From an optimization exercise on the open Yosys and OpenROAD flow, aimed at small area; shortcuts taken in it are not production practice.
The RTL was checked by simulation tests, not by an equivalence proof against the original design.
Power is estimated from default activity; no workload was simulated.

==> inputs of v25 <==
==> flow/design.v (excerpt) <==
module ft300_core (
    input  wire         clk,
    input  wire         rst,
    input  wire [63:0]  time_now,
    input  wire         cmd_valid,
    output wire         cmd_ready,
    input  wire [7:0]   cmd_word,
    input  wire         rx_valid,
    input  wire         rx_timeout,
    output wire         rx_ready,
    input  wire [7:0]   rx_data,
    output reg          rsp_valid,
    output reg  [2:0]   rsp_op,
    output reg  [3:0]   rsp_status,
    output wire [107:0] rsp_sample,
    output wire [63:0]  rsp_freq
);
    localparam [2:0] S_IDLE = 3'd0, S_DISC = 3'd1, S_CAPT = 3'd2,
                     S_READY = 3'd3, S_READING = 3'd4, S_STOP = 3'd5;
    localparam [2:0] D_IDLE = 3'd0, D_WAITE = 3'd1, D_EPASS = 3'd2, D_WAITL = 3'd3,
                     D_LOAD = 3'd4, D_STEP = 3'd5, D_DONE = 3'd6;
    integer k;
    reg [6:0] z;
    reg [2:0] p5;
    wire [2:0] ph8 = z[2:0];
    wire ph8_7 = (ph8 == 3'd7);
    wire p5_0  = (p5 == 3'd0);
    wire p5_4  = (p5 == 3'd4);
    always @(posedge clk) begin
        if (rst) begin
            z  <= 7'd0;
            p5 <= 3'd0;
        end else begin
            z  <= (z == 7'd95) ? 7'd0 : z + 7'd1;
            p5 <= p5_4 ? 3'd0 : p5 + 3'd1;
        end
    end
    reg [2:0] sess;
    reg       busy;           
    reg [4:0] cnt;
    reg       prev20;
    reg       calm;           
    reg       zref_zero;      
    reg       wclr;           
    reg       freq_en;        
    reg       jdec, jwclr, jcopy, jclr, jcommit;
    reg       copy_run, clr_run, commit_run;
    reg [2:0] dstate;
    reg [5:0] step;
    wire inflight = (sess == S_DISC) || (sess == S_CAPT) || (sess == S_READING);
    wire ev_cycle = !busy && ph8_7;
    assign cmd_ready = ev_cycle && !inflight;
    assign rx_ready  = ev_cycle && inflight;
    wire cmd_fire  = cmd_valid && cmd_ready;
    wire to_fire   = rx_ready && rx_timeout;
    wire byte_fire = rx_ready && rx_valid && !rx_timeout;
    wire [2:0] c_op  = cmd_word[2:0];
    wire       c_cal = cmd_word[3];
    wire       c_bad = (cmd_word[7:4] != 4'd0) || (c_op > 3'd4) || (c_cal && (c_op != 3'd1));
    wire [4:0] cnt1  = (cnt == 5'd16) ? 5'd16 : cnt + 5'd1;
  ...
Settings: LEC_CHECK=0, CAP_MARGIN=20, CORE_MARGIN=2, CORE_UTILIZATION=65, PLACE_DENSITY=0.75, SLEW_MARGIN=20; clock period 20.0 ns.
standard.sh (not shown) runs the stock make flow with config.mk's settings and CLKGATE_MAP_FILE= SYNTH_SCRIPT=/design/flow/synth_recipe.tcl, a recipe that flattens the netlist after the stock synthesis.
==> flow/flow/run.sh <==
#!/bin/bash
# Standard ORFS flow with two layout choices changed: the port buffers use the
# smallest buffer cell, and clock tree synthesis adds no dummy loads.
set -euo pipefail
export BUFFER_PORTS_ARGS="-buffer_cell sky130_fd_sc_hd__buf_1"
export CTS_ARGS="-sink_clustering_enable -repair_clock_nets -dont_use_dummy_load -buf_list {sky130_fd_sc_hd__clkbuf_8 sky130_fd_sc_hd__clkbuf_16} -sink_clustering_size 30 -sink_clustering_max_diameter 60"
bash standard.sh > flow.log 2>&1
==> v36: changes against v25 <==
==> flow/run.sh (new file) <==
#!/bin/bash
# synth_recipe.tcl (not shown) runs the flow's synth.tcl, then flattens the netlist and writes it again
# the make line also repeats each setting of config.mk as NAME=value (left out here)
make -C /OpenROAD-flow-scripts/flow DESIGN_CONFIG=/design/flow/config.mk WORK_HOME=/design/flow/orfs CLKGATE_MAP_FILE= SYNTH_SCRIPT=/design/flow/synth_recipe.tcl finish
Settings changed: CORE_UTILIZATION 65 to 40, PLACE_DENSITY 0.75 to 0.6.
removed: flow/flow/run.sh
removed: flow/standard.sh
==> v31: changes against v25 <==
==> flow/flow/run.sh (replaced) <==
#!/bin/bash
# Standard ORFS flow with two layout choices changed: the port buffers use the
# smallest buffer cell, and clock tree synthesis adds no dummy loads.
set -euo pipefail
export BUFFER_PORTS_ARGS="-buffer_cell sky130_fd_sc_hd__buf_1"
export CTS_ARGS="-sink_clustering_enable -repair_clock_nets -dont_use_dummy_load"
bash standard.sh > flow.log 2>&1
==> v12: changes against v25 <==
==> flow/flow/run.sh (replaced) <==
#!/bin/bash
# Standard ORFS flow with two layout choices changed: the port buffers use the
# smallest buffer cell, and clock tree synthesis adds no dummy loads.
set -euo pipefail
export BUFFER_PORTS_ARGS="-buffer_cell sky130_fd_sc_hd__buf_1"
export CTS_ARGS="-sink_clustering_enable -repair_clock_nets -dont_use_dummy_load -buf_list sky130_fd_sc_hd__clkbuf_8 -sink_clustering_size 18 -sink_clustering_max_diameter 45"
bash standard.sh > flow.log 2>&1
==> summary of the runs <==
Flip-flop and latch count is the same in v25 and v36.
Clock power, lowest first: v12, v25, v31, v36.
Sequential power is about the same in v25 and v36.
Between v31 and v12, the lower via count is in v12 (gap 1.6%, measured against v12).
Against v31, the fmax of v36 is smaller by 7.6%.
In critical path depth, v25 and v31 do not differ.
Register-to-register slack is about the same in v12 and v31.
Design area: v36 > v31 > v25 > v12.

* * *

==> run Y: inputs <==
Another version of the RTL of ft300_core (not shown whole).
==> flow/design.v (excerpt) <==
module ft300_core (
    input  wire         clk,
    input  wire         rst,
    input  wire [63:0]  time_now,
    input  wire         cmd_valid,
    output wire         cmd_ready,
    input  wire [7:0]   cmd_word,
    input  wire         rx_valid,
    input  wire         rx_timeout,
    output wire         rx_ready,
    input  wire [7:0]   rx_data,
    output reg          rsp_valid,
    output reg  [2:0]   rsp_op,
    output reg  [3:0]   rsp_status,
    output wire [107:0] rsp_sample,
    output wire [63:0]  rsp_freq
);
    localparam [2:0] S_IDLE = 3'd0, S_DISC = 3'd1, S_CAPT = 3'd2,
                     S_READY = 3'd3, S_READING = 3'd4, S_STOP = 3'd5;
    localparam [2:0] D_IDLE = 3'd0, D_EPASS = 3'd1, D_WAITS = 3'd2, D_E = 3'd3,
                     D_LOAD = 3'd4, D_STEP = 3'd5, D_ROUND = 3'd6, D_EL = 3'd7;
    integer k;
    reg  [2:0] ph8;
    reg  [2:0] p5;
    wire ph8_0 = (ph8 == 3'd0);
    wire ph8_7 = (ph8 == 3'd7);
    wire p5_0  = (p5 == 3'd0);
    wire p5_4  = (p5 == 3'd4);
    always @(posedge clk) begin
        if (rst) begin
            ph8 <= 3'd0;
            p5  <= 3'd0;
        end else begin
            ph8 <= ph8 + 3'd1;
            p5  <= p5_4 ? 3'd0 : p5 + 3'd1;
        end
    end
    reg [2:0] sess;
    reg       busy;           
    reg [5:0] ctr;            
    wire [4:0] cnt = ctr[4:0];
    reg       prev20;
    reg       zref_zero;      
    reg       wclr;           
    reg       copy_run;       
    reg [2:0] dstate;
    wire [5:0] step = ctr;
    wire       rmode = (dstate == D_LOAD) || (dstate == D_STEP);   
    wire [7:0] rin;
    wire calm    = rsp_op[0];                           
    wire freq_en = (rsp_op == 3'd2) && (rsp_status == 4'd0);    
    wire inflight = (sess == S_DISC) || (sess == S_CAPT) || (sess == S_READING);
    wire ev_cycle = !busy && ph8_7;
    assign cmd_ready = ev_cycle && !inflight;
    assign rx_ready  = ev_cycle && inflight;
  ...
export LEC_CHECK = 0
export CAP_MARGIN = 0
export CORE_MARGIN = 2
export CORE_UTILIZATION = 65
export GPL_TIMING_DRIVEN = 0
export PLACE_DENSITY = 0.75
export SLEW_MARGIN = 0
create_clock -name core_clock -period 20.0 [get_ports {clk}]
==> flow/flow/run.sh <==
#!/bin/bash
# The standard ORFS flow with a few layout choices changed:
#  - after the standard synthesis, the logic between the flip-flops is
#    re-mapped by ABC for area (flow/resyn.ys, flow/abc.script); the
#    flip-flops themselves are kept as the standard synthesis made them;
#  - the port buffers use the smallest buffer cell;
#  - clock tree synthesis uses clkbuf_4 with small clusters and no dummy loads.
# Each tool's output goes to a log file of its own in this folder.
set -euo pipefail
export BUFFER_PORTS_ARGS="-buffer_cell sky130_fd_sc_hd__buf_1"
export CTS_ARGS="-sink_clustering_enable -repair_clock_nets -dont_use_dummy_load -buf_list sky130_fd_sc_hd__clkbuf_4 -sink_clustering_size 10 -sink_clustering_max_diameter 30"
R=orfs/results/$FLOW_PLATFORM/ft300_core/base
LIB=$FLOW_HOME/platforms/$FLOW_PLATFORM/lib/sky130_fd_sc_hd__tt_025C_1v80.lib
YOSYS=$FLOW_HOME/../tools/install/yosys/bin/yosys
bash standard.sh synth > synth.log 2>&1
cp $R/1_2_yosys.v $R/1_2_yosys_standard.v
sed -e "s#@LIB@#$LIB#g" -e "s#@IN@#$R/1_2_yosys_standard.v#" -e "s#@OUT@#$R/1_2_yosys.v#" \
    -e "s#@TOP@#$FLOW_TOP#" -e "s#@ABC@#$PWD/flow/abc.script#" flow/resyn.ys > resyn_run.ys
$YOSYS -s resyn_run.ys > resyn.log 2>&1
rm -f $R/1_synth.odb $R/1_synth.sdc
bash standard.sh > flow.log 2>&1
Other scripts of this flow, unchanged in this note and not shown: flow/flow/abc.script, flow/flow/resyn.ys
==> inputs of run F, as changes to run Y <==
--- a/flow/design.v
+++ b/flow/design.v
@@ -15,13 +15,13 @@
     output wire [107:0] rsp_sample,
     output wire [63:0]  rsp_freq
 );
     localparam [2:0] S_IDLE = 3'd0, S_DISC = 3'd1, S_CAPT = 3'd2,
                      S_READY = 3'd3, S_READING = 3'd4, S_STOP = 3'd5;
     localparam [2:0] D_IDLE = 3'd0, D_EPASS = 3'd1, D_WAITS = 3'd2, D_E = 3'd3,
-                     D_LOAD = 3'd4, D_STEP = 3'd5, D_ROUND = 3'd6, D_EL = 3'd7;
+                     D_LOAD = 3'd4, D_STEP = 3'd5, D_ROUND = 3'd6, D_DONE = 3'd7;
     integer k;
     reg  [2:0] ph8;
     reg  [2:0] p5;
     wire ph8_0 = (ph8 == 3'd0);
     wire ph8_7 = (ph8 == 3'd7);
     wire p5_0  = (p5 == 3'd0);
@@ -37,21 +37,22 @@
     end
     reg [2:0] sess;
     reg       busy;           
     reg [5:0] ctr;            
     wire [4:0] cnt = ctr[4:0];
     reg       prev20;
+    reg       calm;           
     reg       zref_zero;      
     reg       wclr;           
-    reg       copy_run;       
+    reg       freq_en;        
+    reg       jclr, jload;
+    reg       copy_run, clr_run;
     reg [2:0] dstate;
     wire [5:0] step = ctr;
     wire       rmode = (dstate == D_LOAD) || (dstate == D_STEP);   
     wire [7:0] rin;
-    wire calm    = rsp_op[0];                           
-    wire freq_en = (rsp_op == 3'd2) && (rsp_status == 4'd0);    
     wire inflight = (sess == S_DISC) || (sess == S_CAPT) || (sess == S_READING);
     wire ev_cycle = !busy && ph8_7;
     assign cmd_ready = ev_cycle && !inflight;
     assign rx_ready  = ev_cycle && inflight;
     wire cmd_fire  = cmd_valid && cmd_ready;
     wire to_fire   = rx_ready && rx_timeout;
@@ -111,13 +112,13 @@
     reg  bF;
     wire fbin = j0 ? 1'b0 : bF;
     wire fo   = s ^ zA ^ fbin;
     wire fbo  = (~s & (zA | fbin)) | (zA & fbin);
     wire fsg  = s ^ zA ^ fbo;
     reg  [2:0] sg;
-    reg        ca1, tie;
+    reg        ca1, rl, tie;
     reg  [2:0] acc, r5;
     wire a1    = j0 ? ~u : (u ^ kj ^ ca1);
     wire c1o   = j0 ? u : ((u & kj) | (u & ca1) | (kj & ca1));
     wire a16   = u & ~ca1;
     reg  [2:0] wgt;
     always @(*) begin
@@ -170,15 +171,17 @@
         by  <= byo;
         bq  <= bqo;
         ym1 <= y;
         ym2 <= ym1;
         dly <= force_f ? s : qo;
         acc <= j0 ? 3'd0 : accn;
+        if (j0)
+            rl <= u;
         if (j15 && (fld == 3'd2 || fld == 3'd3 || fld == 3'd4)) begin
             r5  <= accn;
-            tie <= w[14][1] && (accn == 3'd0);    
+            tie <= rl && (accn == 3'd0);
         end
         if (j15 && fld == 3'd0) sg[0] <= fsg;
         if (j15 && fld == 3'd1) sg[1] <= fsg;
         if (j15 && fld == 3'd2) sg[2] <= fsg;
     end
     reg  [15:0] crc;
@@ -195,17 +198,16 @@
         else if (t < 7'd112)
             crc_ok <= crc_ok & (crc[0] == s);
     end
     reg  [7:0] tt [0:7];
     reg  [7:0] ss [0:7];
     wire       tload  = ev_cycle;
-    wire       tshort = (dstate == D_E) || (dstate == D_EL) || (dstate == D_LOAD) || (dstate == D_STEP) || (dstate == D_ROUND);
+    wire       tshort = (dstate == D_E) || (dstate == D_LOAD) || (dstate == D_STEP) || (dstate == D_ROUND);
     wire       epass  = (dstate == D_EPASS);
-    reg        cy;       
-    reg        ezero, big;
-    wire [8:0] ed = {1'b0, tt[0]} - {1'b0, ss[0]} - {8'd0, ph8_0 ? 1'b0 : cy};
+    reg        eb, ezero, big;
+    wire [8:0] ed = {1'b0, tt[0]} - {1'b0, ss[0]} - {8'd0, ph8_0 ? 1'b0 : eb};
     always @(posedge clk) begin
         for (k = 0; k < 7; k = k + 1) begin
             tt[k] <= tt[k+1];
             ss[k] <= ss[k+1];
         end
         tt[7] <= rmode ? rin : epass ? ed[7:0] : tt[0];
@@ -215,40 +217,41 @@
         if (tload)
             for (k = 0; k < 8; k = k + 1)
                 tt[k] <= time_now[8*k +: 8];
     end
     reg [7:0] xx [0:3];      
     reg [7:0] qq [0:4];
-    reg        xmax, xeq;
+    reg        cx, xmax, xeq;
     reg  [7:0] kd, xmd;
     always @(*) begin
         case (p5)
             3'd1: begin kd = 8'h24; xmd = 8'hDC; end
             3'd2: begin kd = 8'hF4; xmd = 8'h0B; end
             3'd3: begin kd = 8'h00; xmd = 8'h23; end
             3'd4: begin kd = 8'h00; xmd = 8'hF4; end
             default: begin kd = 8'h00; xmd = 8'h00; end
         endcase
     end
     wire [7:0] xa   = p5_0 ? 8'd0 : xx[0];
-    wire [8:0] xs   = {1'b0, xa} + {1'b0, kd} + {8'd0, p5_0 ? 1'b0 : cy};
+    wire [8:0] xs   = {1'b0, xa} + {1'b0, kd} + {8'd0, p5_0 ? 1'b0 : cx};
     wire [7:0] xnew = xmax ? 8'h00 : xs[7:0];
     wire       xeqn = (p5_0 ? 1'b1 : xeq) & (xnew == xmd);
-    reg        sR, rsh, qsh, dnext, rnz;
+    reg        sR, cR, rsh, qsh, dnext, rnz;
     wire       rsi  = p5_0 ? dnext : rsh;
     wire [7:0] ra   = {w[11][6:0], rsi};
     wire [7:0] rb   = tt[0] ^ {8{~sR}};
-    wire       rci  = p5_0 ? ~sR : cy;
+    wire       rci  = p5_0 ? ~sR : cR;
     wire [8:0] rsum = {1'b0, ra} + {1'b0, rb} + {8'd0, rci};
     assign     rin  = (dstate == D_LOAD) ? 8'd0 : rsum[7:0];
     wire       qsi  = p5_0 ? ((step == 6'd0) ? 1'b0 : ~sR) : qsh;
+    reg        cq;
     wire       ru = ~sR & (rnz | qq[0][0]);
-    wire [8:0] qi = {1'b0, qq[0]} + {8'd0, p5_0 ? ru : cy};
+    wire [8:0] qi = {1'b0, qq[0]} + {8'd0, p5_0 ? ru : cq};
     reg  [7:0] qin;
     always @(*) begin
-        if (copy_run)
+        if (clr_run)
             qin = 8'd0;
         else case (dstate)
             D_LOAD:  qin = ezero ? qq[0] : big ? 8'd0 : xnew;
             D_STEP:  qin = {qq[0][6:0], qsi};
             D_ROUND: qin = qi[7:0];
             default: qin = qq[0];
@@ -256,18 +259,21 @@
     end
     always @(posedge clk) begin
         for (k = 0; k < 4; k = k + 1)
             qq[k] <= qq[k+1];
         for (k = 0; k < 3; k = k + 1)
             xx[k] <= xx[k+1];
-        xx[3] <= (dstate == D_LOAD && !p5_0) ? xnew : copy_run ? 8'd0 : xx[0];
+        xx[3] <= (dstate == D_LOAD && !p5_0) ? xnew : clr_run ? 8'd0 : xx[0];
         qq[4] <= qin;
-        cy  <= epass ? ed[8] : (dstate == D_LOAD) ? xs[8] : (dstate == D_STEP) ? rsum[8] : qi[8];
+        eb  <= ed[8];
+        cx  <= xs[8];
         xeq <= xeqn;
+        cR  <= rsum[8];
         rsh <= w[11][7];
         qsh <= qq[0][7];
+        cq  <= qi[8];
         if (epass) begin
             ezero <= (ph8_0 ? 1'b1 : ezero) & (ed[7:0] == 8'd0);
             big   <= (ph8_0 ? 1'b0 : big) |
                      ((ph8 == 3'd4) ? (|ed[7:5]) : (ph8 > 3'd4) ? (|ed[7:0]) : 1'b0);
         end
         if (dstate == D_LOAD) begin
@@ -280,13 +286,13 @@
         if (dstate == D_STEP && p5_4) begin
             sR    <= rsum[7];
             dnext <= qq[0][6];
         end
         if (dstate == D_STEP && step == 6'd36)
             rnz <= (p5_0 ? 1'b0 : rnz) | (|rsum[7:0]);
-        if (copy_run)
+        if (clr_run)
             xmax <= 1'b0;
     end
     wire [119:0] wv;
     wire [39:0]  qv;
     genvar gi, gb;
     generate
@@ -317,13 +323,13 @@
     wire start_dec = byte_fire && match && frame && (sess != S_DISC);
     wire start_clr = (cmd_fire && !wclr && !(c_op == 3'd0 && !c_bad) && !(c_op == 3'd1 && !c_bad && c_cal && sess == S_IDLE) &&
                       !(c_op == 3'd2 && !c_bad && sess == S_READY)) ||
                      (byte_fire && match && !frame && (sess != S_DISC)) ||
                      (to_fire && !wclr && (sess != S_DISC));
     wire resp_now  = busy && !win_pass && !copy_run &&
-                     (dstate != D_EL) && !div_busy && ph8_7 && p5_4;
+                     !jclr && !clr_run && !jload && !div_busy && ph8_7 && p5_4;
     wire ctr_clr = rst || start_clr || (byte_fire && match) || to_fire ||
                    (cmd_fire && !c_bad && ((c_op == 3'd1 && c_cal && sess == S_IDLE) ||
                                            (c_op == 3'd2 && sess == S_READY))) ||
                    (win_pass && ph8_7 && pb == 4'd14) || (dstate == D_LOAD && p5_4);
     wire ctr_inc = (ins && !cnt[4]) || (win_pass && ph8_7) || (dstate == D_STEP && p5_4);
     always @(posedge clk) begin
@@ -335,19 +341,24 @@
     always @(posedge clk) begin
         rsp_valid <= 1'b0;
         if (rst) begin
             sess       <= S_IDLE;
             busy       <= 1'b0;
             wclr       <= 1'b0;
+            freq_en    <= 1'b0;
+            jclr       <= 1'b0;
+            jload      <= 1'b0;
             copy_run   <= 1'b0;
+            clr_run    <= 1'b0;
             dstate     <= D_IDLE;
             win_shift  <= 1'b0;
             win_pass   <= 1'b0;
             ptype_dec  <= 1'b0;
         end else begin
             if (cmd_fire) begin
+                freq_en <= 1'b0;
                 rsp_op  <= c_op;
                 if (c_bad) begin
                     rsp_status <= 4'hB;
                     busy       <= 1'b1;
                 end else begin
                     case (c_op)
@@ -357,12 +368,13 @@
                                 busy       <= 1'b1;
                                         end else if (c_cal) begin
                                 sess <= S_DISC;
                             end else begin
                                 zref_zero  <= 1'b1;
                                 copy_run   <= 1'b1;
+                                jclr       <= 1'b1;
                                 sess       <= S_READY;
                                 rsp_status <= 4'h0;
                                 busy       <= 1'b1;
                                         end
                         end
                         3'd2: begin
@@ -379,12 +391,13 @@
                             rsp_status <= 4'h0;
                             busy       <= 1'b1;
                                 end
                         3'd4: begin
                             if (sess == S_READY) begin
                                 copy_run   <= 1'b1;
+                                jclr       <= 1'b1;
                                 rsp_status <= 4'h0;
                             end else begin
                                 rsp_status <= 4'h8;
                             end
                             busy  <= 1'b1;
                         end
@@ -395,16 +408,19 @@
             if (byte_fire) begin
                 if (match) begin
                     if (sess == S_DISC) begin
                         sess <= S_CAPT;
                     end else begin
                         busy    <= 1'b1;
-                                rsp_op  <= (sess == S_CAPT) ? 3'd1 : 3'd2;
+                        freq_en <= 1'b0;
+                        rsp_op  <= (sess == S_CAPT) ? 3'd1 : 3'd2;
+                        calm    <= (sess == S_CAPT);
                         if (frame) begin
                             if (sess == S_CAPT) begin
                                 copy_run <= 1'b1;
+                                jclr  <= 1'b1;
                             end else begin
                                 dstate <= D_EPASS;
                                 sess   <= S_READY;
                             end
                         end else begin
                             rsp_status <= 4'h6;
@@ -418,12 +434,13 @@
             end
             if (to_fire) begin
                 if (sess == S_DISC) begin
                     sess <= S_CAPT;
                 end else begin
                     busy       <= 1'b1;
+                    freq_en    <= 1'b0;
                     rsp_op     <= (sess == S_CAPT) ? 3'd1 : 3'd2;
                     rsp_status <= 4'h5;
                     sess       <= (sess == S_CAPT) ? S_IDLE : S_READY;
                 end
             end
             if (ins)
@@ -448,36 +465,46 @@
                 if (crc_ok) begin
                     rsp_status <= 4'h0;
                     if (calm) begin
                         sess      <= S_READY;
                         zref_zero <= 1'b0;
                     end else begin
-                        dstate  <= D_EL;
+                        jload   <= 1'b1;
+                        freq_en <= 1'b1;
                     end
                 end else begin
                     rsp_status <= 4'h4;
                     if (calm)
                         sess <= S_IDLE;
                 end
             end
             if (end_pass && !ptype_dec)
                 wclr <= 1'b1;
             if (copy_run && ph8_7)
                 copy_run <= 1'b0;
+            if (jclr && p5_4) begin
+                jclr    <= 1'b0;
+                clr_run <= 1'b1;
+            end else if (p5_4) begin
+                clr_run <= 1'b0;
+            end
             case (dstate)
                 D_EPASS: if (ph8_7) dstate <= D_WAITS;
                 D_WAITS: if (ph8_7 && p5_4) dstate <= D_E;
-                D_EL: if (p5_4 && ph8[1:0] == 2'd2) dstate <= D_LOAD;
+                D_E: if (jload && p5_4 && ph8[1:0] == 2'd2) begin
+                    jload  <= 1'b0;
+                    dstate <= D_LOAD;
+                end
                 D_LOAD: if (p5_4) begin
-                    dstate <= (ezero || big) ? D_IDLE : D_STEP;
+                    dstate <= (ezero || big) ? D_DONE : D_STEP;
                 end
                 D_STEP: if (p5_4) begin
                     if (step == 6'd36)
                         dstate <= D_ROUND;
                 end
-                D_ROUND: if (p5_4) dstate <= D_IDLE;
+                D_ROUND: if (p5_4) dstate <= D_DONE;
                 default: ;
             endcase
             if (resp_now) begin
                 rsp_valid <= 1'b1;
                 busy      <= 1'b0;
                 dstate    <= D_IDLE;
==> flow/config.mk (replaced) <==
export PLATFORM = sky130hd
export DESIGN_NAME = ft300_core
export DESIGN_NICKNAME = ft300_core
export VERILOG_FILES = /design/flow/design.v
export SDC_FILE = /design/flow/constraint.sdc
export NUM_CORES = 4
export LEC_CHECK = 0
export CAP_MARGIN = 20
export CORE_MARGIN = 2
export CORE_UTILIZATION = 65
export PLACE_DENSITY = 0.75
export SLEW_MARGIN = 20
==> summary of the runs <==
Between run Y and run F, the lower register-to-register slack is in run Y (gap 0.87 ns). Against run Y, the total power of run F is larger by 5.1%. Of run F and run Y, run F has the higher first-iteration DRC count (gap about 13%, measured against run Y). Area after synthesis: run F is higher than run Y (about 1.1%). Of run F and run Y, run F has the higher sequential share of layout area (gap 1.8 points).
==> figures <==
	run F	run Y
Number of multi-input combinational cells	1,010	1,002
Fraction of layout instances using a drive strength above 1	4.76%	4.67%
Via count of the first global-routing pass	11,000	11,300
Critical-path maximum fanout	13	14
Cell internal power dissipation	1.34 mW	1.30 mW
Die W	161 µm	160 µm
Total power density per cell area	101 mW/mm²	94.7 mW/mm²
Status	complete, no violations	complete, no violations
Combinational share of power	11.4%	9.4%
Non-clk buf share	5.31%	7.22%
Slowest cell on the critical path	sky130_fd_sc_hd__dfxtp_1	sky130_fd_sc_hd__nor4_2

==> what the ideal ports hide <==
In the flow no input, the clock included, has a driving cell. The finished layouts below were timed again as built, in two steps.
Step 1 assumes that a clkbuf_16 drives the clock port and a buf_2 every other input.
Step 2 moves the port delays by t, midway between the first and last clock arrival at a register: inputs arrive t later, outputs are due t later. That takes back most of the time a late clock gives input paths.
Three values: ideal ports, drivers, drivers and shift; two values: the first two.
run	t (ns)	slack for setup (ns)	hold slack, ns	pins driven straight from the clock port
v25	0.566	13.177 / 13.124 / 13.427	0.306 / 0.306 / 0.306	1
v36	0.659	12.555 / 12.502 / 13.161	0.289 / 0.289 / 0.289	1
v31	0.597	13.121 / 13.069 / 13.503	0.304 / 0.304 / 0.304	1
v12	0.613	13.102 / 13.054 / 13.515	0.292 / 0.292 / 0.292	1
run Y	0.728	12.989 / 12.944 / 13.564	0.280 / 0.280 / 0.280	1
run F	0.707	13.717 / 13.670 / 13.686	0.269 / 0.269 / 0.269	1
After both steps every run listed still meets setup and hold. For run F, which loses most, drivers alone change the setup slack by -0.047 ns; drivers and shift together by -0.031 ns.
